Background: an optimization exercise with open tools, aiming at small area, a short achievable clock period and few clock cycles. Do not read the settings as production practice.
In this exercise RTL edits were held to simulation tests only and were not proved equivalent to the original.

**design/flow/config.mk**
```make
export PLATFORM = sky130hd
export DESIGN_NAME = sonpe
export DESIGN_NICKNAME = sonpe
export VERILOG_FILES = /design/flow/design.v
export SDC_FILE = /design/flow/constraint.sdc
export NUM_CORES = 4
export LEC_CHECK = 0
export CAP_MARGIN = 20
export CORE_MARGIN = 2
export CORE_UTILIZATION = 40
export CTS_CLUSTER_DIAMETER = 80
export CTS_CLUSTER_SIZE = 24
export SETUP_SLACK_MARGIN = 5
export SLEW_MARGIN = 20
export SYNTH_HIERARCHICAL = 1
```
**design/flow/constraint.sdc**
```tcl
create_clock -name core_clock -period 10.0 [get_ports {clk}]
set_input_delay 2.0000 -clock core_clock [delete_from_list [all_inputs] [get_ports {clk}]]
set_output_delay 2.0000 -clock core_clock [all_outputs]
set_load 0.01 [all_outputs]
```
**design/flow/design.v**
```verilog
module sonpe_sha256 (
    input  wire         clk,
    input  wire         l63,       
    input  wire [31:0]  kn,        
    input  wire         sched,     
    input  wire [31:0]  wsrc,      
    output wire [31:0]  w0,        
    output wire [255:0] st         
);
    localparam [31:0] CA = 32'hfc08884d, CE = 32'h98c7e2a2, K0 = 32'h428a2f98;
    localparam [255:0] IV = {
        32'h6a09e667, 32'hbb67ae85, 32'h3c6ef372, 32'ha54ff53a,
        32'h510e527f, 32'h9b05688c, 32'h1f83d9ab, 32'h5be0cd19
    };
    reg  [31:0] a, b, c, d, e, f, g, h;
    reg  [31:0] hkw;
    reg         ld;        
    reg  [31:0] w [0:15];
    assign st = {a, b, c, d, e, f, g, h};
    assign w0 = w[14];
    wire [31:0] big_s0 = ({a[1:0], a[31:2]} ^ {a[12:0], a[31:13]} ^ {a[21:0], a[31:22]})
                         & {32{~ld}};
    wire [31:0] big_s1 = ({e[5:0], e[31:6]} ^ {e[10:0], e[31:11]} ^ {e[24:0], e[31:25]})
                         & {32{~ld}};
    wire [31:0] ch     = ((e & f) | (~e & g)) & {32{~ld}};
    wire [31:0] maj    = ((a & b) | (a & c) | (b & c)) & {32{~ld}};
    wire [31:0] dd     = ld ? (CE - CA) : d;
    function [63:0] csa;
        input [31:0] x, y, z;
        begin
            csa[31:0]  = x ^ y ^ z;
            csa[63:32] = {(x[30:0] & y[30:0]) | (x[30:0] & z[30:0]) |
                          (y[30:0] & z[30:0]), 1'b0};
        end
    endfunction
    wire [63:0] cs1    = csa(hkw, big_s1, ch);
    wire [63:0] cs2    = csa(cs1[31:0], cs1[63:32], big_s0);
    wire [63:0] cs3    = csa(cs2[31:0], cs2[63:32], maj);
    wire [63:0] cs4    = csa(cs1[31:0], cs1[63:32], dd);
    wire [31:0] a_n, e_n;
    sonpe_add32 u_adda (.x(cs3[31:0]), .y(cs3[63:32]), .s(a_n));
    sonpe_add32 u_adde (.x(cs4[31:0]), .y(cs4[63:32]), .s(e_n));
    wire [31:0] sm_s0  = {w[1][6:0], w[1][31:7]} ^ {w[1][17:0], w[1][31:18]} ^ (w[1] >> 3);
    wire [31:0] sm_s1  = {w[14][16:0], w[14][31:17]} ^ {w[14][18:0], w[14][31:19]} ^ (w[14] >> 10);
    wire [63:0] ws1    = csa(w[9], w[0], sm_s0);
    wire [63:0] ws2    = csa(ws1[31:0], ws1[63:32], sm_s1);
    wire [31:0] w_next;
    sonpe_add32 u_addw (.x(ws2[31:0]), .y(ws2[63:32]), .s(w_next));
    wire [31:0] h_nx   = ld ? IV[63:32] : (l63 ? (CA - K0) : g);
    wire [63:0] hk     = csa(h_nx, kn, w[15]);
    wire [31:0] hkw_n;
    sonpe_add32 u_addh (.x(hk[31:0]), .y(hk[63:32]), .s(hkw_n));
    integer i;
    always @(posedge clk) begin
        for (i = 0; i < 15; i = i + 1)
            w[i] <= w[i+1];
        w[15] <= sched ? w_next : wsrc;
        hkw   <= hkw_n;
        ld <= l63;
        a <= a_n;
        e <= e_n;
        if (ld) begin
            b <= IV[255:224];   c <= IV[223:192];   d <= IV[191:160];
            f <= IV[127:96];    g <= IV[95:64];     h <= IV[63:32];
        end else begin
            h <= g;
            g <= f;
            f <= e;
            d <= c;
            c <= b;
            b <= a;
        end
    end
endmodule
module sonpe_add32 (
    input  wire [31:0] x,
    input  wire [31:0] y,
    output wire [31:0] s
);
    assign s = x + y;
endmodule
module sonpe (
    input  wire         clk,
    input  wire         rst,           
    input  wire         start,
    input  wire [255:0] seed,          
    input  wire [63:0]  index,
    input  wire [63:0]  list_size,
    output wire         ready,
    output reg          done,
    output reg  [1:0]   err,           
    output wire [63:0]  result
);
    localparam [1:0] S_IDLE = 2'd0, S_CHECK = 2'd1, S_CHECK2 = 2'd3, S_RUN = 2'd2;
    localparam [31:0] IV0 = 32'h6a09e667, IV1 = 32'hbb67ae85, IV2 = 32'h3c6ef372,
                      IV3 = 32'ha54ff53a, IV4 = 32'h510e527f, IV5 = 32'h9b05688c,
                      IV6 = 32'h1f83d9ab, IV7 = 32'h5be0cd19;
    reg  [1:0]   state;
    reg          rdy;
    reg  [5:0]   t;            
    reg  [6:0]   k;            
    reg  [31:0]  ring [0:7];   
    reg  [39:0]  widx;         
    reg  [40:0]  n;
    reg  [39:0]  f;            
    reg          bor;
    reg          gt;           
    reg  [2:0]   hgtb, heqb;   
    reg          lbig;         
    reg  [64:0]  dv;           
    reg  [39:0]  rem;          
    reg          sbit;         
    reg          ef_lo, ef_big;
    wire         hgt = hgtb[2] || (heqb[2] && (hgtb[1] || (heqb[1] && hgtb[0])));
    wire         heq = &heqb;
    wire         ef_idx = hgt || (heq && !ef_lo);
    reg          d0, d1, d2, d3, d4, d5, d6, d7, d13, d61, d62, d63, dseed, dsch;
    assign ready  = rdy;
    assign result = {24'd0, widx};
    wire [39:0]  pos = gt ? f : widx;
    wire [5:0]   tn = (state == S_CHECK) ? 6'd62 : t + 6'd1;
    reg  [5:0]  u;
    reg  [31:0] kn;
    wire [63:0] tdec = 64'd1 << u;
    localparam [63:0] KM0 = 64'h316c2dd4fd08a55f;
    localparam [63:0] KM1 = 64'h79f885345cdb360a;
    localparam [63:0] KM2 = 64'h23a6b06ad52f7a66;
    localparam [63:0] KM3 = 64'h9db30933037c128a;
    localparam [63:0] KM4 = 64'hea4cca1f28e05ad9;
    localparam [63:0] KM5 = 64'h79cc56b349187a34;
    localparam [63:0] KM6 = 64'h79f2430a7feedc5a;
    localparam [63:0] KM7 = 64'hf8cc24d28e77b6f7;
    localparam [63:0] KM8 = 64'ha942a62f7ea7df16;
    localparam [63:0] KM9 = 64'hadf21318af0121ee;
    localparam [63:0] KM10 = 64'h984f3146071b2e41;
    localparam [63:0] KM11 = 64'hda7d0af6cc6a8dc6;
    localparam [63:0] KM12 = 64'h4a06240814825d56;
    localparam [63:0] KM13 = 64'hfb5769cb662cd482;
    localparam [63:0] KM14 = 64'h5b638daa2581cd4f;
    localparam [63:0] KM15 = 64'h28b4caa0117652ae;
    localparam [63:0] KM16 = 64'h65811281d74ac3b5;
    localparam [63:0] KM17 = 64'h8cc16bf9b281d9a9;
    localparam [63:0] KM18 = 64'h0de9a48290953ced;
    localparam [63:0] KM19 = 64'haafa779f64cdfc60;
    localparam [63:0] KM20 = 64'h783d19c585f1fa7d;
    localparam [63:0] KM21 = 64'h6945c4d6d9f90a35;
    localparam [63:0] KM22 = 64'h761246702c5a301a;
    localparam [63:0] KM23 = 64'hafb498a0b86bf916;
    localparam [63:0] KM24 = 64'h002a8c2e940b645f;
    localparam [63:0] KM25 = 64'he03316d5ac532960;
    localparam [63:0] KM26 = 64'h7697341bfc6f8602;
    localparam [63:0] KM27 = 64'h2579810305bb20dc;
    localparam [63:0] KM28 = 64'h29adf85456e02dbb;
    localparam [63:0] KM29 = 64'h31ce2199874d8a4f;
    localparam [63:0] KM30 = 64'hc1f03e1e1871cc95;
    localparam [63:0] KM31 = 64'h7e003fe01f81f0e6;
    wire [31:0] kt = {|(tdec & KM31), |(tdec & KM30), |(tdec & KM29), |(tdec & KM28), |(tdec & KM27), |(tdec & KM26), |(tdec & KM25), |(tdec & KM24), |(tdec & KM23), |(tdec & KM22), |(tdec & KM21), |(tdec & KM20), |(tdec & KM19), |(tdec & KM18), |(tdec & KM17), |(tdec & KM16), |(tdec & KM15), |(tdec & KM14), |(tdec & KM13), |(tdec & KM12), |(tdec & KM11), |(tdec & KM10), |(tdec & KM9), |(tdec & KM8), |(tdec & KM7), |(tdec & KM6), |(tdec & KM5), |(tdec & KM4), |(tdec & KM3), |(tdec & KM2), |(tdec & KM1), |(tdec & KM0)};
    wire [6:0]  rs = k - 7'd2;
    reg  [31:0] msg_p, msg_s;
    always @(*) begin
        msg_p = 32'd0;
        msg_s = 32'd0;
        if (dseed) begin
            msg_p = ring[0];
            msg_s = ring[0];
        end else if (d6) begin
            msg_p = {1'b0, k, 8'h80, 16'h0000};
            msg_s = {1'b0, rs, pos[15:8], pos[23:16], pos[31:24]};
        end else if (d7) begin
            msg_s = {pos[39:32], 8'h80, 16'h0000};
        end else if (d13) begin
            msg_p = 32'h00000108;
            msg_s = 32'h00000128;
        end
    end
    wire [31:0]  w0_p, w0_s;
    wire [255:0] st_p, st_s;
    sonpe_sha256 u_piv (
        .clk(clk), .l63(d63), .kn(kn), .sched(dsch), .wsrc(msg_p),
        .w0(w0_p), .st(st_p)
    );
    sonpe_sha256 u_src (
        .clk(clk), .l63(d63), .kn(kn), .sched(dsch), .wsrc(msg_s),
        .w0(w0_s), .st(st_s)
    );
    wire [31:0] h0 = st_p[255:224] + IV0;
    wire [31:0] h1 = st_p[223:192] + IV1;
    wire [63:0] dig_le = {h1[7:0], h1[15:8], h1[23:16], h1[31:24],
                          h0[7:0], h0[15:8], h0[23:16], h0[31:24]};
    wire [39:0] rin   = d2 ? 40'd0 : rem;
    wire [40:0] rsh   = {rin, dv[64]};
    wire [41:0] rdif;
    sonpe_addc #(.W(42)) u_rsub (.x({1'b0, rsh}), .y(~{1'b0, n}), .ci(1'b1), .s(rdif));
    wire [7:0]  psel = pos[7:0];
    reg  [31:0] siv;
    always @(*) begin
        case (psel[7:5])
            3'd0: siv = IV0;
            3'd1: siv = IV1;
            3'd2: siv = IV2;
            3'd3: siv = IV3;
            3'd4: siv = IV4;
            3'd5: siv = IV5;
            3'd6: siv = IV6;
            default: siv = IV7;
        endcase
    end
    wire        sw_en = (psel[6:5] == 2'd0) ? d0 :
                        (psel[6:5] == 2'd1) ? d63 :
                        (psel[6:5] == 2'd2) ? d62 : d61;
    wire [31:0] sw    = psel[7] ? st_s[127:96] : st_s[255:224];
    wire [31:0] ssum    = sw + siv;
    wire        src_bit = ssum[{~psel[4:3], psel[2:0]}];
    wire        chk   = (state == S_CHECK);
    wire [39:0] wsel  = sbit ? f : widx;
    wire [39:0] alu_a = chk ? n[39:0] : (d2 ? rem : f);
    wire [39:0] alu_b = (d3 && !chk) ? (n[39:0] & {40{bor}})
                                     : ~((d2 && sbit && !chk) ? f : widx);
    wire [40:0] alu_s;
    sonpe_addc #(.W(41)) u_alu (.x({1'b0, alu_a}), .y({1'b0, alu_b}), .ci(d2 && !chk),
                                .s(alu_s));
    wire        e_big = lbig || (n[40] && (|n[39:0]));
    integer j;
    always @(posedge clk) begin
        t     <= tn;
        d0    <= (tn == 6'd0);
        d1    <= (tn == 6'd1);
        d2    <= (tn == 6'd2);
        d3    <= (tn == 6'd3);
        d4    <= (tn == 6'd4);
        d5    <= (tn == 6'd5);
        d6    <= (tn == 6'd6);
        d7    <= (tn == 6'd7);
        d13   <= (tn == 6'd13);
        d61   <= (tn == 6'd61);
        d62   <= (tn == 6'd62);
        d63   <= (tn == 6'd63);
        dseed <= (tn >= 6'd62) || (tn <= 6'd5);
        u     <= (state == S_CHECK) ? 6'd63 : u + 6'd1;
        kn    <= kt;
        dsch  <= (tn >= 6'd14) && (tn <= 6'd61);
        if (state == S_CHECK)
            k <= 7'h7f;
        else if (d63)
            k <= k + 7'd1;
        for (j = 0; j < 8; j = j + 1)
            ring[j] <= ring[(j + 1) % 8];
        dv  <= d0 ? {dv[63], dig_le} : {dv[63:0], 1'b0};
        rem <= rdif[41] ? rsh[39:0] : rdif[39:0];
        if (d2)
            {bor, f} <= {~alu_s[40], alu_s[39:0]};
        if (d3)
            f <= alu_s[39:0];
        if (d4)
            gt <= alu_s[40];
        if (state != S_RUN || d2)
            sbit <= 1'b0;
        else if (sw_en)
            sbit <= src_bit && (d0 ? (k >= 7'd3) : (k >= 7'd2 && k != 7'h7f));
        ef_lo  <= alu_s[40];
        ef_big <= e_big;
        if (state == S_IDLE) begin
            for (j = 0; j < 8; j = j + 1)
                ring[(j + 1) % 8] <= {seed[32*j +: 8], seed[32*j+8 +: 8],
                                      seed[32*j+16 +: 8], seed[32*j+24 +: 8]};
            widx <= index[39:0];
            n    <= list_size[40:0];
            for (j = 0; j < 3; j = j + 1) begin
                hgtb[j] <= index[40+8*j +: 8] > list_size[40+8*j +: 8];
                heqb[j] <= index[40+8*j +: 8] == list_size[40+8*j +: 8];
            end
            lbig <= |list_size[63:41];
        end
        if (rst) begin
            state <= S_IDLE;
            rdy   <= 1'b1;
            done  <= 1'b0;
        end else begin
            done <= 1'b0;
            case (state)
                S_IDLE: if (start) begin
                    rdy   <= 1'b0;
                    state <= S_CHECK;
                end
                S_CHECK: state <= S_CHECK2;
                S_CHECK2: begin
                    if (ef_idx || ef_big) begin
                        err   <= ef_idx ? 2'd1 : 2'd2;
                        widx  <= 40'd0;
                        done  <= 1'b1;
                        rdy   <= 1'b1;
                        state <= S_IDLE;
                    end else begin
                        state <= S_RUN;
                    end
                end
                S_RUN: if (d2) begin
                    widx <= wsel;
                    if (k == 7'd92) begin
                        err   <= 2'd0;
                        done  <= 1'b1;
                        rdy   <= 1'b1;
                        state <= S_IDLE;
                    end
                end
                default: state <= S_IDLE;
            endcase
        end
    end
endmodule
module sonpe_addc #(
    parameter W = 41
) (
    input  wire [W-1:0] x,
    input  wire [W-1:0] y,
    input  wire         ci,
    output wire [W-1:0] s
);
    assign s = x + y + {{(W-1){1'b0}}, ci};
endmodule
```
**design/flow/flow/run.sh**
```bash
#!/bin/bash
set -euo pipefail
bash standard.sh 'BUFFER_PORTS_ARGS=-buffer_cell sky130_fd_sc_hd__buf_1' SETUP_SLACK_MARGIN=6 finish > standard.log 2>&1
```
**design/flow/standard.sh**
```bash
#!/bin/bash
# synth_recipe.tcl (not shown) runs the flow's synth.tcl, then flattens the netlist and writes it again
# the make line also repeats each setting of config.mk as NAME=value (left out here)
make -C /OpenROAD-flow-scripts/flow DESIGN_CONFIG=/design/flow/config.mk WORK_HOME=/design/flow/orfs CLKGATE_MAP_FILE= SYNTH_SCRIPT=/design/flow/synth_recipe.tcl "${@:-finish}"
```
==> run summary, run 1 <==
Worst setup path
The data required time of the worst path is between 10 and 15 ns. The highest fanout seen on the critical path is 3. The startpoint identified for the worst register-to-register timing path is u_src.e[9]. The cell count of the worst reg-to-reg path is 19. Among the stages of the critical path, the cell type that occurs most often is buf_6. The standard cell with the maximum stage delay on the critical path is fa_2.

The worst path buffer plus inverter count is 6. The critical path class is reg2reg. Data arrives at the worst endpoint at ~5 ns.

Walking the worst path, the cells encountered are xor2_2 > xnor2_2 > nor2_1 > fa_2 > buf_6 > buf_6 > buf_6 > inv_2 > fa_2 > inv_2 > ha_4 > o21ai_4 > nor2_4 > o311ai_4 > o311ai_4 > o2bb2ai_4 > buf_6 > o21ai_2 > xor2_1. The worst setup path is captured at a register. The delay of the slowest critical-path stage is about 0.6 ns. STA classifies the critical path startpoint as a register.

The flop-to-flop setup slack is roughly 5.7 ns. Among cell families on the critical path, the largest total delay comes from adder cells. The worst register-to-register path ends at u_src.e[25].

Floorplanning
The region available for standard cell placement spans 249,100 um2. The die is between 500 and 600 um wide. Pin placement for this block handled around 460 I/O pins. In this run the core area contains 183 standard-cell rows. For this configuration, the core starts out at a cell density of 0.4031. From bottom edge to top edge, the die measures around 510 um. The floorplan step defined a die boundary enclosing about 260,000 um2.

Worst hold path
The worst-case hold path end point is u_src.w[6][3]. The path class of the lowest-slack min-delay path is reg2reg. The worst hold path was traced through 0 stages. The startpoint of the worst hold path is u_src.w[7][3].

Global route
The number of global-route vias before repair came to 72,120. For this run the aggregate overflow at the end of global routing stands at 0. The maximum number of pins on one net before global-route repair is slightly below 200. The first-pass GRT wire length is 488,300 um. The number of antenna violations at the first check in global routing is 20. The overall global routing resource usage is 0.2561.

Layout
In the final design database the tool counted ~12,000 nets. In the final layout, the share of cells above drive strength 1 is 0.1868. The area growth from synthesis to layout is 16.06%.

Clocking
TritonCTS built the clock tree. The cell sitting at the root of the clock tree is a clkbuf_16. The clock latency on the worst-skew pair is around 0.88 ns. The number of levels the H-tree was split into is 4. The buffer levels on the longest clock path is 3. The clock transition time at the flip-flop clock pins of the worst setup and hold paths is 0.08 ns. For this design, the sink count on the clock tree is between 2,000 and 2,500. TritonCTS created about 140 clock buffers.

Logic synthesis
Synthesis produced a netlist whose cell count is approximately 10,000. The number of warning messages in the yosys log is 10. The netlist area before placement is ~100,000 um2. In this run the mean area of a mapped cell was 10.15 um2.

Timing
At the pin with the least slew margin, the transition time is roughly 1.2 ns. The clock tree skew after final layout is approximately 0.063 ns. The fmax is approximately 0.23 GHz.

The total setup violations reported at the end of the flow is 0. Setup repair after global routing could not meet its margin everywhere. The total count of max-transition violations in the final report came to 0.

The minimum period implied by the final worst setup slack is 4.317 ns. The final hold violation count is 0. Headroom to the max-slew limit came out at 0.1907. The total negative slack is 0 ns.

Of the available clock period, the critical path in the final layout requires 0.4317.

Route
In the routed design, unresolved DRC markers number 0. After detailed routing, the total wire length is 340,600 um. Using the TritonRoute via totals, the vias-per-cell ratio works out to between 5 and 6. Before antenna repair, the detailed router went through 6 iterations. The residual antenna-violating net count after detailed routing is 0.

The number of DRC markers after the initial detailed-route iteration is ~6,600. The via total after detailed routing is ~74,000. The detail-routed net length per standard cell is 24.69 um.

Run status
The flow ran to the end and the layout has no timing, DRC or antenna violations.

Placement
The routability-driven placement congestion ratio is slightly above 1. Buffers placed on the I/O ports in this run total between 400 and 500. Summed over all nets, the half-perimeter wirelength after detailed placement is 258,700 um.

Run
The number of max-capacitance violations reported is 0.
-- worst register-to-register path, cell delays in order (launching register included) --
cell and delay (ns):
dfxtp_4 0.39, xor2_2 0.19, xnor2_2 0.32, nor2_1 0.11, fa_2 0.61, buf_6 0.12
buf_6 0.08, buf_6 0.08, inv_2 0.03, fa_2 0.53, inv_2 0.05, ha_4 0.28
o21ai_4 0.07, nor2_4 0.15, o311ai_4 0.14, o311ai_4 0.40, o2bb2ai_4 0.16, buf_6 0.15
o21ai_2 0.13, xor2_1 0.23
-- worst max path at each step --
stage,startpoint,endpoint,cells past startpoint
after detailed placement,gt,sbit,18
after floorplan,state[0],gt,19
after global routing,u_src.e[9],u_src.a[29],17
after CTS,widx[7],sbit,18
final,u_src.e[9],u_src.e[25],19
after global placement,state[0],gt,14
-- flip-flops by register name, summed over array words and instances (netlist names), 40 cells and up --
signal   count
rem         40
widx        40
f           40
u_piv.w    512
ring       256
dv          65
u_src.w    512
n           41
-- final cells by class --
type | instances | area (um2)
Tap cell | 3330 | 4167
Sequential cell | 2101 | 43730
Antenna cell | 11 | 27.53
Clock buffer | 143 | 3503
Multi-Input combinational cell | 6706 | 56190
Clock inverter | 76 | 1265
Inverter | 657 | 2497
Timing Repair Buffer | 768 | 5166
Fill cell | 23390 | 132600
-- layout by cell type (no fill, tap or decap), types with 101 or more instances in the layout --
cell type	count
dfxtp_1	1839
buf_1	430
ha_1	286
fa_1	387
mux2i_1	174
nand2_1	816
nand3_1	136
xor2_1	300
edfxtp_1	132
buf_4	254
clkbuf_16	145
o21ai_0	355
inv_1	631
xnor2_1	525
nor2b_1	240
mux2_2	396
nor2_1	567
or2_2	207
a21o_1	136
a21oi_1	476
nor3_1	101
-- through the flow --
step | hold slack [ns] | instances | setup WS, ns | utilization | cell area, um2
2_1_floorplan | 0.3096 | 9923 | 6.004 | - | 101100
3_3_place_gp | 0.3095 | 13290 | 4.812 | 0.4225 | 105300
3_5_place_dp | 0.3121 | 13290 | 4.718 | 0.4225 | 105300
4_1_cts | 0.2695 | 13660 | 5.717 | 0.4560 | 113600
5_1_grt | 0.2944 | 13790 | 5.605 | 0.4678 | 116500
6_report | 0.2739 | 13790 | 5.683 | 0.4678 | 116500
-- layer usage --
| metal | GRT usage | up-vias | share of wire |
|---|---|---|---|
| li1 | - | 34060 | - |
| met1 | 0.3681 | 36440 | 0.46 |
| met2 | 0.3884 | 2743 | 0.44 |
| met3 | 0.04168 | 503 | 0.067 |
| met4 | 0.08720 | 2 | 0.039 |
| met5 | 0 | - | 0.000038 |
-- repair_timing --
action / CTS / global route
gates resized for setup: 494 / 415
gates cloned: 16 / 8
hold endpoints to repair: 0 / 0
pin swaps: 145 / 184
hold buffers: 0 / 0
endpoints found under the setup margin: 254 / 159
setup buffers: 135 / 117
Testbench counts, summed over its fixed seeds: cycles 141,484.
==> run 2: changes to the inputs <==
--- a/design/flow/config.mk
+++ b/design/flow/config.mk
@@ -7,2 +7,3 @@
 export LEC_CHECK = 0
+export ABC_AREA = 1
 export CAP_MARGIN = 20
@@ -14,2 +15 @@
 export SLEW_MARGIN = 20
-export SYNTH_HIERARCHICAL = 1
==> run 2 against run 1 <==
Still clean. Clock skew increased by 0.038 ns. Cell count increased by 9.5%. Global-route usage increased by 3.4 points. Final area decreased by 0.93%. Wire length increased by 8.4%. Critical path type unchanged.
==> run summary, run 2 <==
Logic synthesis
The sequential-to-total area share from yosys stat is 0.4501. Ranked by total cell area, the synthesized netlist is headed by dfxtp_1, fa_1, nand2_1. Among all flip-flop cells after synthesis, the most frequent one is dfxtp_1. The cell count after synthesis came to 11,050 (+12%). After synthesis, the largest family of logic cells by area is simple AND/OR/NAND/NOR gates. The multiplexer share of the synthesized area is 0.0001039. The most repeated cell in the gate-level netlist after synthesis is nand2_1. The synthesized design contains between 100 and 150 enable-type register cells. The area share of the leading cell type in the synthesized netlist is 0.4090. The number of warning messages in the yosys log is 4 (-6).

The area share of xor/xnor cells in the synthesized design is 0.06637. Ranked by instance count, the synthesized netlist is headed by nand2_1, dfxtp_1, inv_1, nor2_1, a21oi_1. The average cell area after synthesis is 8.716 um2 (-14%). In this run, synthesis produced a sequential element count of between 2,000 and 2,500. After synthesis, the netlist uses 71 different library cells.

The adder-cell share of the synthesized area is 0.1422. Of the total synthesized cell area, the portion taken by AND, OR, NAND and NOR gates is 0.1599. For this run, asynchronously set or reset flops after synthesis account for 0. Summed over all instances, the cell type with the most area after synthesis is dfxtp_1. The area fraction in compound gates after synthesis is 0.1037.

The netlist area before placement came to 96,340 um2 (-4.1%).

Clocking
The buffer levels on the longest clock path is 3 (unchanged). TritonCTS built the clock tree. The number of levels the H-tree was split into is 4 (unchanged). The clock latency on the worst-skew pair is 0.88 ns (about the same). The total clock sinks came to 2,100 (-0.048%).

The cts-stage hold buffer count came to 0 (unchanged). The cell sitting at the root of the clock tree is a clkbuf_16. The clock transition time at the flip-flop clock pins of the worst setup and hold paths was 0.10 ns (+0.02 ns). The number of buffers added by the clock tree synthesis step is 136 (-0.73%).

Layout
The net count reported at finish is 13,030 (+12%). In the layout the commonest cells are nand2_1, dfxtp_1, inv_1. The area added between synthesis and finish is 19.86%. The combined area of the multi-input logic cells was 50,080 um2 (-11%). The post-route core utilization came to 0.4810 (+0.01312). The proportion of layout cells with a drive suffix above 1 is 0.1542 (-0.03256). The total area of sequential cells is 43,540 um2 (-0.44%). The largest registers in the layout are u_piv.w (512), u_src.w (512), ring (256).

The number of filler cells placed in the layout is 22,940 (-1.9%). The library cell used most frequently in the layout, excluding fill and tap cells, is nand2_1.

Worst setup path
The data required time of the worst path is 10.75 ns (-0.02 ns). The endpoint arrival time on the critical path was 5.59 ns (+0.51 ns). The worst setup path is of the reg2reg kind.

The worst setup path is launched from a register. The kind of end point of the critical path is a register. The highest fanout seen on the critical path came to 6 (+3).

Floorplanning
The standard cell core area came to 240,100 um2 (-3.6%). The starting density of the core is 0.4013 (-0.001814). The die area is 244,800 um2 (-4.0%). The count of boundary I/O pins is 455 (unchanged). The number of placement rows came to 180 (-1.6%).

The floorplan die height was 494.8 um (-2.0%). The horizontal die dimension came to 494.8 um (-2.0%).

Global route
After global routing, the most crowded layer is met2. The met3 usage is 0.05862 (+0.01694). The overall global routing resource usage is 0.2898 (+0.03374).

The met1 capacity usage during global routing was 0.3957 (+0.02764). The met2 track utilization from global routing is 0.4505 (+0.06210). The number of antenna violations at the first check in global routing is 38 (+90%).

The total grt overflow is 0 (unchanged). The number of global-route vias before repair is 76,130 (+5.6%). The first-pass GRT wire length is 517,500 um (+6.0%).

The maximum number of pins on one net before global-route repair is 187 (-5.1%).

Route
The final wirelength is 369,100 um (+8.4%). The number of vias per cell was 5.232 (-2.2%). The post-detailed-route DRC marker count is 0 (unchanged). The via total after detailed routing is 79,020 (+7.1%). The detail-routed net length per standard cell is 24.44 um (-1.0%). The number of DRC markers after the initial detailed-route iteration was 7,333 (+11%). The total iterations of the first detailed-routing run is 8 (+2). The residual antenna-violating net count after detailed routing is 0 (unchanged).

Timing
The total setup violations reported at the end of the flow is 0 (unchanged). The setup slack of the critical path after layout is 5.154 ns (-0.5295 ns). The minimum period implied by the final worst setup slack was 4.846 ns (+0.5295 ns).

Setup repair after global routing could not meet its margin everywhere. The worst-margin pin slew is 1.227 ns (+0.01343 ns). The total count of max-transition violations in the final report came to 0 (unchanged). The clock tree skew after final layout is 0.1004 ns (+0.03757 ns). The relative slew slack is 0.1817 (-0.008955). The total negative slack is 0 ns (unchanged).

The fmax is 0.2064 GHz (-11%). The post-route clock period utilization is 0.4846 (+0.05295). The final hold violation count is 0 (unchanged).

Placement
The placed wire-length estimate is 282,700 um (+9.3%). The routability-driven placement congestion ratio is 1.047 (+3.9%). The post-place setup slack is 3.587 ns (-1.131 ns). The number of buffers inserted by port buffering is 430 (unchanged).

Worst hold path
The path class of the lowest-slack min-delay path is reg2reg.

Run status
The run finished with no timing, DRC or antenna violations.

Run
The number of max-capacitance violations reported is 0 (unchanged).
## run 2: cell count changes in the layout (fill, tap and decap cells not counted), sizes merged, moves of 202 or more
cell and change:
nor2 +202, nor2b -252, mux2 -408, nand2 +1227, o21ai +260, xnor2 -218, inv +953
## run 2: worst max-delay path, stage by stage, from the launching register on
cell      delay [ns]
dfxtp_4         0.43
buf_16          0.18
buf_16          0.17
a21oi_2         0.13
o21ai_2         0.09
fa_2            0.43
inv_2           0.07
fa_1            0.42
fa_1            0.46
ha_2            0.22
fa_2            0.36
nand3_2         0.10
nand2_2         0.09
a21boi_4        0.21
o21ai_4         0.08
a21boi_2        0.20
o21ai_2         0.12
a21oi_2         0.22
nor3_2          0.08
nand2_1         0.08
nand2_2         0.09
a21oi_4         0.22
o21ai_2         0.08
xor2_1          0.16
## run 2: area by class of cell
type,count,share of cell area
clock inverters,77,0.01098
repair inverters,7,0.0008777
diodes,18,0.0003901
flip-flops and latches,2100,0.3771
well taps,3185,0.03451
inverters,1613,0.05312
multi-input cells,7019,0.4337
repair buffers,936,0.05933
clock buffers,147,0.03000
## run 2: metrics by stage
step	cells	hold slack, ns	cell area [um2]
global route	15090	0.3148	115400
detailed placement	14410	0.3121	101500
CTS	14900	0.3019	111500
floorplan	11080	0.3096	96770
finish	15100	0.3005	115500
global placement	14410	0.3096	101500
## run 2: repair_timing
item,in CTS,in global routing
setup endpoints to repair,282,175
gates resized for setup,675,580
gates cloned,33,5
setup buffers,236,176
pin swaps,219,305
## run 2: logic make-up (layout without fill, tap and decap cells)
family | after synthesis | count (layout)
xor gates and xnor gates | 730 | 730
muxes | 1 | 1
buffers and inverters | 1960 | 2780
adders and majority gates | 833 | 833
other | 1 | 42
DFF | 2100 | 2100
AOI/OAI and AO/OA | 1780 | 1780
and+or+nand+nor | 3648 | 3651
## run 2: final timing paths
path / from / to / slack [ns] / depth (start not counted)
hold reg to reg: u_src.w[2][28] / u_src.w[1][28] / 0.30 / 0
setup reg to reg: u_src.ld / u_piv.a[31] / 5.15 / 23
setup / recovery: u_src.ld / u_piv.a[31] / 5.15 / 23
hold / removal: u_src.w[2][28] / u_src.w[1][28] / 0.30 / 0
## run 2: per-layer routing
metal | up-vias | share of wire | wire [um]
li1 | 36550 | - | -
met2 | 3206 | 0.44 | 164000
met4 | 36 | 0.045 | 16680
met5 | - | 0.00062 | 228
met1 | 38550 | 0.43 | 157300
met3 | 677 | 0.084 | 30880
==> run 3: changes to the inputs <==
--- a/design/flow/config.mk
+++ b/design/flow/config.mk
@@ -15 +15,2 @@
 export SLEW_MARGIN = 20
+export SYNTH_HIERARCHICAL = 1
==> run 3 against run 2 <==
Die area increased by 11%. Global-route usage down 0.57 points. Worst hold slack improved by 0.0046 ns. Final area increased by 5.1%. Highest routed layer unchanged. Synthesized cell count up 26%. Via count rose by 14%. Clock skew is 0.013 ns higher. Core utilization fell by 2.7 points. Critical path type unchanged.
==> run summary, run 3 <==
Run status
The run finished with no timing, DRC or antenna violations.

Global route
The number of antenna violations at the first check in global routing was 42 (+11%). The overall global routing resource usage is 0.2841 (-0.005720). The number of global-route vias before repair is 83,700 (+9.9%). The first-pass GRT wire length is 566,500 um (+9.5%). The total grt overflow is 0 (unchanged). The maximum number of pins on one net before global-route repair was 175 (-6.4%).

Floorplanning
The die area came to 272,000 um2 (+11%). The number of placement rows is 190 (+5.6%). The count of boundary I/O pins is 455 (unchanged). The standard cell core area was 267,200 um2 (+11%). The starting density of the core is 0.4010 (about the same). The horizontal die dimension is 521.5 um (+5.4%). The floorplan die height is 521.5 um (+5.4%).

Logic synthesis
The number of warning messages in the yosys log is 10 (+6). The cell count after synthesis is 13,940 (+26%). The average cell area after synthesis is 7.686 um2 (-12%). The netlist area before placement is 107,100 um2 (+11%).

Route
The total iterations of the first detailed-routing run is 13 (+5). The number of DRC markers after the initial detailed-route iteration is 8,557 (+17%). The via total after detailed routing is 89,700 (+14%). The detail-routed net length per standard cell is 22.17 um (-9.3%).

The residual antenna-violating net count after detailed routing came to 0 (unchanged). The number of vias per cell was 4.950 (-5.4%). The final wirelength is 401,700 um (+8.8%). The post-detailed-route DRC marker count is 0 (unchanged).

Timing
The total setup violations reported at the end of the flow came to 0 (unchanged). Setup repair after global routing could not meet its margin everywhere. The clock tree skew after final layout is 0.1136 ns (+0.01320 ns). The setup slack of the critical path after layout is 6.033 ns (+0.8790 ns).

The worst-margin pin slew came to 1.218 ns (-0.009727 ns). The final hold violation count is 0 (unchanged). The fmax is 0.2521 GHz (+22%). The total negative slack is 0 ns (unchanged). The relative slew slack came to 0.1796 (-0.002095). The post-route clock period utilization was 0.3967 (-0.08790). The minimum period implied by the final worst setup slack is 3.967 ns (-0.8790 ns). The total count of max-transition violations in the final report was 0 (unchanged).

Worst setup path
The highest fanout seen on the critical path is 14 (+8). The startpoint class of the critical path is a register. The cell count of the worst reg-to-reg path came to 16 (-30%).

The critical path is of the reg2reg type. The data required time of the worst path is 10.75 ns (about the same). The kind of end point of the critical path is a register.

The endpoint arrival time on the critical path is 4.72 ns (-0.87 ns). The launch point of the worst path is u_piv.ld. The launch instance of the worst register-to-register path is u_piv.ld. The flop-to-flop setup slack is 6.03 ns (+0.88 ns).

Clocking
The cts-stage hold buffer count is 0 (unchanged). The total clock sinks was 2,101 (+0.048%). The number of levels the H-tree was split into came to 4 (unchanged).

The clock transition time at the flip-flop clock pins of the worst setup and hold paths was 0.09 ns (about the same). The number of buffers added by the clock tree synthesis step was 149 (+9.6%). The clock latency on the worst-skew pair is 0.90 ns (+0.02 ns). The root buffer cell is clkbuf_16. The buffer levels on the longest clock path is 4 (+1). TritonCTS built the clock tree.

Placement
The routability-driven placement congestion ratio is 1.058 (+1.1%). The number of buffers inserted by port buffering is 430 (unchanged). The post-place setup slack is 5.072 ns (+1.485 ns). The count of placed standard cells including taps is 17,740 (+23%). The placed wire-length estimate is 325,600 um (+15%).

Run
The number of max-capacitance violations reported came to 0 (unchanged).

Layout
The proportion of layout cells with a drive suffix above 1 came to 0.09275 (-0.06146). The largest registers in the layout are u_piv.w (512), u_src.w (512), ring (256). The library cell used most frequently in the layout, excluding fill and tap cells, is nand2_1.

The net count reported at finish came to 15,680 (+20%). From synthesis to final layout, the design area changed by 13.26%. The final standard cell count with taps included and fillers excluded came to 18,120 (+20%). The top cell types in the final layout, fill and taps aside, are nand2_1, inv_1, dfxtp_1.

Worst hold path
The number of cells on the worst hold path is 0 (unchanged). The startpoint of the worst hold path is u_piv.w[7][31]. The path class of the lowest-slack min-delay path is reg2reg.
==> run 3: area by class of cell <==
class                      instances  area (um2)
fill                           27300      145900
multi-input combinational       9052       55030
sequential                      2101       43590
inverter                        2528        9575
tap                             3552        4444
clock buffer                     165        3860
timing repair buffer             621        3749
clock inverter                    72       965.9
antenna                           26       65.06
timing repair inverter             5       53.80
==> run 3: worst paths after layout <==
kind                                  endpoint
worst min register to register  u_piv.w[6][31]
worst max-delay path               u_piv.e[21]
worst min-delay path            u_piv.w[6][31]
worst max register to register     u_piv.e[21]
==> run 3: stage by stage <==
stage	area [um2]	hold slack (ns)	util
finish	121300	0.3051	0.4541
global route	121300	0.2957	0.4540
CTS	118400	0.2930	0.4432
detailed placement	112600	0.3121	0.4215
global placement	112600	0.3097	0.4214
floorplan	107300	0.3096	-
==> run 3: worst max-delay path, stage by stage, from the launching register on <==
cell     delay, ns
dfxtp_4       0.56
buf_12        0.17
buf_16        0.15
nor2_1        0.08
fa_2          0.67
buf_4         0.14
fa_1          0.40
ha_1          0.39
nand2_1       0.13
inv_1         0.09
nand2_1       0.07
inv_1         0.25
a21oi_1       0.11
nand2_1       0.35
nand2_1       0.14
nand3_1       0.10
nand2_1       0.05
==> run 3: repair_timing <==
item / CTS / global route
hold endpoints to repair: 0 / 0
pin swaps: 14 / 101
setup endpoints to repair: 143 / 83
cloned: 8 / 17
buffers inserted: 24 / 73
resized for setup: 185 / 497
==> run 3: routing by layer <==
metal / wire [um] / track usage / up-vias / share of wire
met1: 178600 / 0.4002 / 42130 / 0.44
li1: - / - / 43460 / -
met5: 296 / 0.003159 / - / 0.00074
met2: 170500 / 0.4287 / 3467 / 0.42
met4: 15070 / 0.09215 / 28 / 0.038
met3: 37270 / 0.06359 / 623 / 0.093
==> run 4: changes to the inputs <==
==> design/flow/flow/run.sh (replaced) <==
#!/bin/bash
set -euo pipefail
bash standard.sh 'BUFFER_PORTS_ARGS=-buffer_cell sky130_fd_sc_hd__buf_1' SETUP_SLACK_MARGIN=6.5 finish > standard.log 2>&1
==> run 4 against run 3 <==
Worst hold slack worse by 0.0076 ns. Synthesized cell count stayed put. Critical endpoint is now u_piv.a[25]. Area after synthesis stayed put. Flip-flop and latch count stayed put. Critical path type unchanged. Final area is 8.6% higher. Still clean. Via count is 2.9% higher. Highest routed layer unchanged. Cell count is 1.6% higher. Critical path depth stayed put. Global-route usage is 0.81 points higher.
==> run summary, run 4 <==
Worst setup path
The worst register-to-register path begins at u_piv.a[20]. The cell count of the worst reg-to-reg path is 16 (unchanged). The data required time of the worst path is 10.75 ns (about the same). The delay of the slowest critical-path stage came to 0.79 ns (+0.12 ns). The slowest stage of the critical path is the dfxtp_1 cell. The critical path in this run is classified as reg2reg. The worst setup path is launched from a register. The highest fanout seen on the critical path is 8 (-6).

The flop-to-flop setup slack is 5.99 ns (-0.04 ns). The endpoint identified for the worst register-to-register timing path is u_piv.a[25]. The kind of end point of the critical path is a register. Traced cell by cell, the critical path runs through xnor2_1 > o21ai_0 > a21oi_1 > fa_1 > inv_1 > fa_1 > inv_1 > ha_4 > nand2_1 > nand2_2 > a21oi_4 > inv_1 > a21oi_2 > nand3_1 > nand2_1 > nand2_1. The endpoint arrival time on the critical path was 4.75 ns (+0.03 ns). In this run the worst setup path begins at u_piv.a[20].

Floorplanning
The starting density of the core is 0.4010 (unchanged). The standard cell core area is 267,200 um2 (unchanged). The count of boundary I/O pins is 455 (unchanged). The number of placement rows is 190 (unchanged).

The floorplan die height is 521.5 um (unchanged). The horizontal die dimension is 521.5 um (unchanged). The die area is 272,000 um2 (unchanged).

Timing
The clock tree skew after final layout is 0.05769 ns (-0.05592 ns). The total setup violations reported at the end of the flow is 0 (unchanged). The relative slew slack is 0.1638 (-0.01582).

The total negative slack is 0 ns (unchanged). Setup repair after global routing could not meet its margin everywhere. The total count of max-transition violations in the final report is 0 (unchanged). The final hold violation count is 0 (unchanged).

The fmax is 0.2496 GHz (-0.99%). The worst-margin pin slew came to 1.241 ns (+0.02348 ns). The minimum period implied by the final worst setup slack was 4.007 ns (+0.03972 ns). The post-route clock period utilization is 0.4007 (+0.003972).

Logic synthesis
The average cell area after synthesis came to 7.686 um2 (unchanged). The netlist area before placement came to 107,100 um2 (unchanged). The number of warning messages in the yosys log is 10 (unchanged). The cell count after synthesis is 13,940 (unchanged).

Run status
The run finished with no timing, DRC or antenna violations.

Global route
The maximum number of pins on one net before global-route repair is 196 (+12%). The total grt overflow was 0 (unchanged). The overall global routing resource usage is 0.2922 (+0.008128). The number of global-route vias before repair is 86,330 (+3.1%). The number of antenna violations at the first check in global routing is 56 (+33%). The first-pass GRT wire length is 583,100 um (+2.9%).

Route
The number of DRC markers after the initial detailed-route iteration is 8,667 (+1.3%). The total iterations of the first detailed-routing run is 6 (-7). The final wirelength is 415,800 um (+3.5%). The residual antenna-violating net count after detailed routing is 0 (unchanged).

The number of vias per cell is 5.015 (+1.3%). The detail-routed net length per standard cell is 22.58 um (+1.9%). The post-detailed-route DRC marker count came to 0 (unchanged). The via total after detailed routing is 92,330 (+2.9%).

Layout
The proportion of layout cells with a drive suffix above 1 is 0.1972 (+0.1044). The total area of sequential cells is 43,740 um2 (+0.33%). The most common library cell in the layout ignoring fill and taps is nand2_1. The combined area of the multi-input logic cells is 61,890 um2 (+12%). The top cell types in the final layout, fill and taps aside, are nand2_1, inv_1, dfxtp_1. The largest registers in the layout are u_piv.w (512), u_src.w (512), ring (256).

The net count reported at finish came to 15,970 (+1.8%). The number of filler cells placed in the layout is 26,000 (-4.8%). The area added between synthesis and finish is 22.95%. The finished layout cell area is 131,700 um2 (+8.6%).

Run
The number of max-capacitance violations reported was 0 (unchanged).

Worst hold path
The worst-case hold path end point is u_piv.w[3][1]. The number of cells on the worst hold path was 0 (unchanged). The path class of the lowest-slack min-delay path is reg2reg. The startpoint of the worst hold path is u_piv.w[4][1].

Placement
The number of buffers inserted by port buffering is 430 (unchanged). The routability-driven placement congestion ratio is 1.052 (-0.53%). The placed wire-length estimate is 323,800 um (-0.55%). The placement-stage cell area was 112,700 um2 (about the same).

Clocking
TritonCTS built the clock tree. The total clock sinks came to 2,101 (unchanged). The number of levels the H-tree was split into is 4 (unchanged). The root buffer cell is clkbuf_16. The number of buffers added by the clock tree synthesis step is 150 (+0.67%). The buffer levels on the longest clock path is 4 (unchanged). The clock latency on the worst-skew pair is 0.87 ns (-0.03 ns). The clock transition time at the flip-flop clock pins of the worst setup and hold paths is 0.09 ns (about the same).
## run 4: layer usage
layer  up-vias  wire (um)  global-route usage
met2      3781     176900              0.4381
met3       698      39240             0.06161
met5         -        236                   0
met4        38      18480              0.1128
li1      44090          -                   -
met1     43720     180900              0.4100
## run 4: how the worst max path moves through the flow
| stage | endpoint | slack (ns) | cells past startpoint |
|---|---|---|---|
| after floorplan | u_src.a[29] | 6.50 | 19 |
| after global placement | u_piv.a[30] | 4.57 | 18 |
| after detailed placement | u_piv.a[25] | 4.56 | 18 |
| after CTS | u_piv.a[28] | 6.08 | 22 |
| after global routing | u_src.a[20] | 5.90 | 21 |
| final | u_piv.a[25] | 5.99 | 16 |
## run 4: worst max-delay path: cells and delay by family (launching register included)
family | cells | cell delay, ns
AO/OA/AOI/OAI | 4 | 1.09
XOR/XNOR | 1 | 0.21
adder cells (fa/ha/maj) | 3 | 1.18
buffers and inverters | 3 | 0.25
flip-flops | 1 | 0.79
AND/OR/NAND/NOR | 5 | 0.35
## run 4: what timing repair did
action | in CTS | in global routing
hold buffers | 0 | 0
gates resized for setup | 1118 | 1436
gates cloned | 41 | 8
pin swaps | 285 | 543
buffers inserted | 173 | 195
setup endpoints to repair | 358 | 280
## run 4: final cells by class
type                            instances  area share
Inverter                             2528     0.07317
Timing Repair Buffer                  903     0.05236
Clock buffer                          159     0.02939
Tap cell                             3552     0.03374
Sequential cell                      2101      0.3320
Multi-Input combinational cell       9054      0.4698
Antenna cell                           32   0.0006079
Timing Repair inverter                  9   0.0007029
Clock inverter                         72    0.008159
## run 4: through the flow
stage | util | std cells | hold slack, ns | setup WS (ns)
after floorplan | - | 13970 | 0.3096 | 6.501
after global placement | 0.4219 | 17730 | 0.3095 | 4.573
after detailed placement | 0.4219 | 17730 | 0.3121 | 4.559
after CTS | 0.4646 | 18170 | 0.3001 | 6.078
after global routing | 0.4928 | 18390 | 0.2999 | 5.897
final | 0.4930 | 18410 | 0.2975 | 5.993
==> run 5: changes to the inputs <==
==> design/flow/flow/run.sh (replaced) <==
#!/bin/bash
set -euo pipefail
bash standard.sh 'BUFFER_PORTS_ARGS=-buffer_cell sky130_fd_sc_hd__buf_1' SETUP_SLACK_MARGIN=5.5 finish > standard.log 2>&1
--- a/design/flow/config.mk
+++ b/design/flow/config.mk
@@ -15,2 +15 @@
 export SLEW_MARGIN = 20
-export SYNTH_HIERARCHICAL = 1
==> run 5 against run 4 <==
Still clean on timing, DRC and antenna. Critical endpoint is now u_piv.a[29]. Global-route usage down 0.87 points. Synthesized cell count is 21% lower. Highest routed layer unchanged. Via count is 17% lower. Non-clock buffer count shrank 235. First-iteration DRC count is 9.2% lower. Register-to-register slack worse by 0.67 ns. Die area fell by 10%. Worst setup slack got worse by 0.67 ns.
==> run summary, run 5 <==
Run status
The run finished with no timing, DRC or antenna violations.

Timing
The worst-margin pin slew is 1.114 ns (-0.1277 ns). The clock tree skew after final layout is 0.08819 ns (+0.03050 ns). The total count of max-transition violations in the final report is 0 (unchanged).

The fmax came to 0.2138 GHz (-14%). The post-route clock period utilization is 0.4677 (+0.06706). Setup repair after global routing could not meet its margin everywhere. The relative slew slack is 0.2577 (+0.09385).

The minimum period implied by the final worst setup slack is 4.677 ns (+0.6706 ns). The total setup violations reported at the end of the flow is 0 (unchanged). The total negative slack is 0 ns (unchanged).

The final hold violation count is 0 (unchanged).

Floorplanning
The floorplan die height is 494.8 um (-5.1%). The count of boundary I/O pins is 455 (unchanged). The die area was 244,800 um2 (-10%). The standard cell core area is 240,100 um2 (-10%). The number of placement rows came to 180 (-5.3%). The starting density of the core came to 0.4013 (about the same).

The horizontal die dimension is 494.8 um (-5.1%).

Layout
From synthesis to final layout, the design area changed by 14.07%. The largest registers in the layout are u_piv.w (512), u_src.w (512), ring (256). Leaving out fill and tap cells, the most frequent cells in the layout are nand2_1, dfxtp_1, inv_1. The net count reported at finish is 12,760 (-20%). The proportion of layout cells with a drive suffix above 1 came to 0.09601 (-0.1011). The final standard cell count with taps included and fillers excluded is 14,820 (-20%). The most common library cell in the layout ignoring fill and taps is nand2_1.

Route
The sum of met2 wire segment lengths after detailed routing is 159,700 um (-9.7%). The residual antenna-violating net count after detailed routing is 0 (unchanged). The final wirelength was 359,400 um (-14%). The detail-routed net length per standard cell is 24.26 um (+7.4%). The via total after detailed routing was 76,970 (-17%).

The number of vias per cell is 5.195 (+3.6%). The number of DRC markers after the initial detailed-route iteration is 7,867 (-9.2%). After detailed routing, no signal wire sits above met5. The met1 layer wirelength in the final routing is 160,300 um (-11%). The post-detailed-route DRC marker count was 0 (unchanged). The total iterations of the first detailed-routing run is 8 (+2). The met3 wire length is 25,350 um (-35%).

Clocking
The number of buffers added by the clock tree synthesis step came to 135 (-10%). The clock latency on the worst-skew pair was 0.86 ns (about the same). TritonCTS built the clock tree. The cts-stage hold buffer count is 0 (unchanged). The root buffer cell is clkbuf_16.

The number of levels the H-tree was split into is 4 (unchanged). The total clock sinks is 2,100 (-0.048%). The buffer levels on the longest clock path is 3 (-1). The clock transition time at the flip-flop clock pins of the worst setup and hold paths came to 0.10 ns (about the same).

Worst setup path
The data required time of the worst path is 10.74 ns (about the same). The highest fanout seen on the critical path came to 6 (-2). STA classifies the critical path startpoint as a register.

The standard cell with the maximum stage delay on the critical path is fa_1. The critical path class is reg2reg. The flop-to-flop setup slack was 5.32 ns (-0.67 ns). The endpoint arrival time on the critical path is 5.42 ns (+0.67 ns).

STA classifies the critical path endpoint as a register. The delay of the slowest critical-path stage is 0.60 ns (-0.19 ns). Walking the worst path, the cells encountered are inv_1 > o21ai_0 > a21oi_2 > fa_1 > fa_1 > ha_2 > fa_2 > nand3_2 > nand2_4 > a21boi_4 > o21ai_2 > a21boi_2 > o21ai_4 > a21oi_4 > nor3_4 > nand2_1 > nand2_2 > a21oi_4 > o21ai_1 > xor2_1.

Logic synthesis
The netlist area before placement came to 96,340 um2 (-10%). Of the post-synthesis cell area, the dominant cell type holds 0.4090. In this run, synthesis inferred roughly 130 flip-flops with an integrated enable. The average cell area after synthesis came to 8.716 um2 (+13%). The number of distinct library cells after synthesis is ~70. Among all cell types in the netlist, the one instantiated most often is nand2_1.

The post-synthesis sequential element count is around 2,100. The cell count after synthesis is 11,050 (-21%). The number of warning messages in the yosys log is 4 (-6).

Counting instances in the post-synthesis netlist gives the leading cell types as nand2_1, dfxtp_1, inv_1, nor2_1, a21oi_1. For this run, the leading register cell type out of synthesis is dfxtp_1. The largest area contributor in the synthesized netlist is dfxtp_1.

For this run, the register share of the synthesized area comes to 0.4501. Of all flip-flops after synthesis, the portion carrying an async set or reset was 0. In the post-synthesis netlist, the biggest area contributors are dfxtp_1, fa_1, nand2_1.

Global route
The total grt overflow was 0 (unchanged). The maximum number of pins on one net before global-route repair is 118 (-40%). The number of antenna violations at the first check in global routing is 30 (-46%).

The first-pass GRT wire length is 506,300 um (-13%). The number of global-route vias before repair is 73,940 (-14%). The overall global routing resource usage was 0.2836 (-0.008660).

Placement
The number of buffers inserted by port buffering is 430 (unchanged). The routability-driven placement congestion ratio came to 0.9937 (-5.6%). The placed wire-length estimate was 282,500 um (-13%). The count of placed standard cells including taps is 14,400 (-19%).

Run
The number of max-capacitance violations reported is 0 (unchanged).

Worst hold path
The path class of the lowest-slack min-delay path is reg2reg.
## run 5: through the flow
step / setup slack, ns / hold slack [ns] / util / cell area, um2
finish: 5.323 / 0.3155 / 0.4577 / 109900
global route: 5.161 / 0.3177 / 0.4577 / 109900
CTS: 5.393 / 0.3160 / 0.4493 / 107900
detailed placement: 3.857 / 0.3121 / 0.4217 / 101200
global placement: 3.830 / 0.3098 / 0.4217 / 101200
floorplan: 5.455 / 0.3096 / - / 96580
## run 5: final timing paths
| kind | start | end | cells after the start |
|---|---|---|---|
| setup / recovery | u_piv.a[23] | u_piv.a[29] | 20 |
| hold / removal | u_src.w[11][31] | u_src.w[10][31] | 0 |
| setup reg to reg | u_piv.a[23] | u_piv.a[29] | 20 |
| hold reg to reg | u_src.w[11][31] | u_src.w[10][31] | 0 |
## run 5: critical path, delay by kind of cell, from the launching register on
family	cells	cell delay, ns
AOI/OAI and AO/OA	9	1.53
adders and majority gates	4	1.61
xor gates and xnor gates	1	0.14
DFF	1	0.56
and+or+nand+nor	5	0.40
buffers and inverters	1	0.30
## run 5: metal layers
layer  vias up  global-route usage
met2      3002              0.4438
met4        10             0.09425
met3       542             0.04132
li1      35990                   -
met5         -                   0
met1     37430              0.4005
## run 5: logic make-up after synthesis
group / Yosys count / synth area share
flip-flops: 2100 / 0.4501
buffers and inverters: 1960 / 0.07755
XOR/XNOR: 730 / 0.06637
adder cells (fa/ha/maj): 833 / 0.1422
multiplexers: 1 / 0.0001039
other: 1 / 0.00003893
AO/OA/AOI/OAI: 1780 / 0.1037
AND/OR/NAND/NOR: 3648 / 0.1599
## run 5: what timing repair did
item / in CTS / in global routing
pin swaps: 60 / 118
setup buffers: 72 / 93
setup endpoints to repair: 194 / 137
gates cloned: 20 / 4
gates resized for setup: 287 / 295
## run 5: final cells by class
class | count | area, um2
diodes | 6 | 15.01
clock buffers | 147 | 3506
clock inverters | 71 | 1162
fillers | 23530 | 130200
inverters | 1613 | 6107
multi-input cells | 7018 | 47440
flip-flops and latches | 2100 | 43530
well taps | 3185 | 3985
repair buffers | 668 | 4059
repair inverters | 7 | 87.58
==> run 6: changes to the inputs <==
--- a/design/flow/design.v
+++ b/design/flow/design.v
@@ -22,5 +22,4 @@
                          & {32{~ld}};
-    wire [31:0] big_s1 = ({e[5:0], e[31:6]} ^ {e[10:0], e[31:11]} ^ {e[24:0], e[31:25]})
-                         & {32{~ld}};
-    wire [31:0] ch     = ((e & f) | (~e & g)) & {32{~ld}};
+    wire [31:0] big_s1 = {e[5:0], e[31:6]} ^ {e[10:0], e[31:11]} ^ {e[24:0], e[31:25]};
+    wire [31:0] ch     = (e & f) | (~e & g);
     wire [31:0] maj    = ((a & b) | (a & c) | (b & c)) & {32{~ld}};
@@ -35,3 +34,4 @@
     endfunction
-    wire [63:0] cs1    = csa(hkw, big_s1, ch);
+    wire [63:0] cs0    = csa(hkw, big_s1, ch);
+    wire [63:0] cs1    = ld ? {32'd0, hkw} : cs0;
     wire [63:0] cs2    = csa(cs1[31:0], cs1[63:32], big_s0);
==> design/flow/flow/run.sh (replaced) <==
#!/bin/bash
set -euo pipefail
bash standard.sh 'BUFFER_PORTS_ARGS=-buffer_cell sky130_fd_sc_hd__buf_1' SETUP_SLACK_MARGIN=6.25 finish > standard.log 2>&1
--- a/design/flow/config.mk
+++ b/design/flow/config.mk
@@ -15 +15,2 @@
 export SLEW_MARGIN = 20
+export SYNTH_HIERARCHICAL = 1
==> run 6 against run 5 <==
Global-route usage increased by 1.2 points. Largest cell class unchanged. Still clean on timing, DRC and antenna. Highest routed layer unchanged. Worst hold slack got worse by 0.011 ns. Sequential share of layout area decreased by 4.6 points. Critical endpoint is now u_piv.a[14]. Core utilization increased by 0.85 points.
==> run summary, run 6 <==

Floorplanning
The starting density of the core is 0.4028 (+0.001502). The count of boundary I/O pins is 455 (unchanged). The number of placement rows is 190 (+5.6%). The horizontal die dimension is 523.9 um (+5.9%). The standard cell core area is 268,400 um2 (+12%). The floorplan die height is 523.9 um (+5.9%). The die area is 274,400 um2 (+12%).

Route
The via total after detailed routing is 91,380 (+19%). The residual antenna-violating net count after detailed routing is 0 (unchanged). The final wirelength is 418,100 um (+16%). The number of DRC markers after the initial detailed-route iteration is 8,440 (+7.3%). The detail-routed net length per standard cell is 22.76 um (-6.2%). The total iterations of the first detailed-routing run is 7 (-1). The post-detailed-route DRC marker count came to 0 (unchanged). The number of vias per cell is 4.974 (-4.3%).

Timing
The clock tree skew after final layout is 0.08768 ns (-0.0005046 ns). The final hold violation count came to 0 (unchanged). The relative slew slack is 0.1468 (-0.1108). The setup slack of the critical path after layout is 6.076 ns (+0.7534 ns). The worst-margin pin slew is 1.271 ns (+0.1577 ns).

The minimum period implied by the final worst setup slack is 3.924 ns (-0.7534 ns). The total setup violations reported at the end of the flow was 0 (unchanged). The post-route clock period utilization is 0.3924 (-0.07534). The total negative slack is 0 ns (unchanged). Setup repair after global routing could not meet its margin everywhere. The fmax is 0.2548 GHz (+19%). The total count of max-transition violations in the final report is 0 (unchanged).

Global route
The met3 usage is 0.04818 (+0.006862). The met2 track utilization from global routing was 0.4615 (+0.01768). The overall global routing resource usage came to 0.2959 (+0.01231).

The number of antenna violations at the first check in global routing is 46 (+53%). The number of global-route vias before repair is 85,920 (+16%). The most used routing layer in global routing is met2. The first-pass GRT wire length is 591,000 um (+17%).

The total grt overflow came to 0 (unchanged). The maximum number of pins on one net before global-route repair is 180 (+53%). The met1 capacity usage during global routing is 0.4110 (+0.01047).

Layout
The net count reported at finish is 15,950 (+25%). The most common library cell in the layout ignoring fill and taps is nand2_1. The area added between synthesis and finish is 15.76%. The largest registers in the layout are u_piv.w (512), u_src.w (512), ring (256). The number of filler cells placed in the layout is 26,980 (+15%). The library cells used most frequently in the layout, excluding fill and tap cells, are nand2_1, inv_1, dfxtp_1. The proportion of layout cells with a drive suffix above 1 is 0.1263 (+0.03032).

Logic synthesis
The cell count after synthesis was 14,190 (+28%). The average cell area after synthesis was 7.617 um2 (-13%). The number of warning messages in the yosys log is 10 (+6). The netlist area before placement came to 108,100 um2 (+12%).

Placement
The routability-driven placement congestion ratio came to 1.012 (+1.8%). The number of buffers inserted by port buffering is 430 (unchanged). The placed wire-length estimate was 337,800 um (+20%). The post-place setup slack is 4.745 ns (+0.8884 ns).

Clocking
The number of buffers added by the clock tree synthesis step came to 146 (+8.1%). The number of levels the H-tree was split into was 4 (unchanged). The clock transition time at the flip-flop clock pins of the worst setup and hold paths is 0.09 ns (about the same). TritonCTS built the clock tree. The total clock sinks came to 2,101 (+0.048%). The clock latency on the worst-skew pair was 0.88 ns (+0.02 ns). The buffer levels on the longest clock path is 4 (+1).

The root buffer cell is clkbuf_16.

Worst setup path
The critical path goes through xnor2_4 > xor2_4 > fa_1 > o21ai_4 > fa_1 > fa_1 > fa_2 > buf_6 > nand2_4 > nand3_4 > nand2_4 > nand2_4 > buf_4 > xor2_1. The standard cell with the maximum stage delay on the critical path is fa_1. STA classifies the critical path endpoint as a register.

The setup path with the least slack is of type reg2reg. The worst setup path is launched from a register. The data required time of the worst path was 10.74 ns (about the same).

The endpoint arrival time on the critical path came to 4.66 ns (-0.76 ns). The highest fanout seen on the critical path is 4 (-2). The delay of the slowest critical-path stage came to 0.51 ns (-0.09 ns).

Run status
The run finished with no timing, DRC or antenna violations.

Worst hold path
The path class of the lowest-slack min-delay path is reg2reg.

Run
The number of max-capacitance violations reported is 0 (unchanged).
[run 6: path summary, 6_finish.rpt]
check                 start             end  slack [ns]  cells past startpoint
max              u_piv.e[7]     u_piv.a[14]        6.08                     14
min          u_src.w[7][15]  u_src.w[6][15]        0.30                      0
max reg2reg      u_piv.e[7]     u_piv.a[14]        6.08                     14
min reg2reg  u_src.w[7][15]  u_src.w[6][15]        0.30                      0
[run 6: metal layers]
layer  routed length (um)  share of wire
met1               184500           0.44
met2               183000           0.44
met3                31670          0.076
met4                18830          0.045
met5                  195        0.00047
[run 6: final cells by class]
| cell class | instances | area [um2] | share of cell area |
|---|---|---|---|
| inverter | 2636 | 9977 | 0.07972 |
| clock inverter | 66 | 924.6 | 0.007388 |
| sequential | 2101 | 43760 | 0.3497 |
| timing repair inverter | 1 | 8.758 | 0.00006999 |
| antenna | 16 | 40.04 | 0.0003199 |
| tap | 3552 | 4444 | 0.03551 |
| timing repair buffer | 696 | 4222 | 0.03373 |
| clock buffer | 159 | 3765 | 0.03008 |
| multi-input combinational | 9144 | 58010 | 0.4635 |
[run 6: timing repair]
action                     in CTS  in global routing
hold buffers                    0                  0
pin swaps                     117                190
cloned                          9                  5
buffers inserted              101                 93
setup endpoints to repair     250                167
gates resized for setup       733                659
[run 6: critical path: cells and delay by family, from the launching register on]
family / cells / cell delay (ns)
adders and majority gates: 4 / 1.86
xor gates and xnor gates: 3 / 0.60
DFF: 1 / 0.42
and+or+nand+nor: 4 / 0.31
buffers and inverters: 2 / 0.28
AOI/OAI and AO/OA: 1 / 0.29
[run 6: per-stage QoR]
step | instances | area [um2] | hold WS, ns | utilization
floorplan | 14230 | 108200 | 0.3096 | -
global placement | 17920 | 113300 | 0.3096 | 0.4223
detailed placement | 17920 | 113300 | 0.3121 | 0.4223
CTS | 18260 | 121700 | 0.3084 | 0.4533
global route | 18360 | 125100 | 0.3191 | 0.4662
finish | 18370 | 125100 | 0.3043 | 0.4663
Testbench counts of run 6, summed over its fixed seeds: cycles 141,484.

port drivers added, routing unchanged:
The results above use ideal ports. As a check the final layouts listed here were re-extracted and re-timed, cells and wires unchanged. Step 1 (the two cells are an assumption about what drives the block):
set clk [get_ports {clk}]
set_driving_cell -lib_cell sky130_fd_sc_hd__clkbuf_16 $clk
set_driving_cell -lib_cell sky130_fd_sc_hd__buf_2 [delete_from_list [all_inputs] $clk]
Step 2 also shifts input and output timing later by t, the mid clock arrival at the registers, as if the neighbouring blocks saw the same clock. Three values: no drivers, after step 1, after step 2; two values: the first two.
run	t (ns)	setup WS [ns]	worst data-port slew with drivers (ns)	pins driven straight from the clock port
run 1	0.948	5.683 / 5.683 / 5.683	0.14	1
run 2	0.933	5.154 / 5.154 / 5.154	0.16	1
run 3	0.944	6.033 / 6.033 / 6.033	0.18	1
run 4	0.940	5.993 / 5.993 / 5.588	0.28	1
run 5	0.917	5.323 / 5.323 / 5.323	0.21	1
run 6	0.928	6.076 / 6.076 / 5.951	0.16	1
After both steps setup and hold are still met in every run listed. For run 4, which loses most, drivers alone change the setup slack by 0.000 ns; drivers and shift together by -0.405 ns.
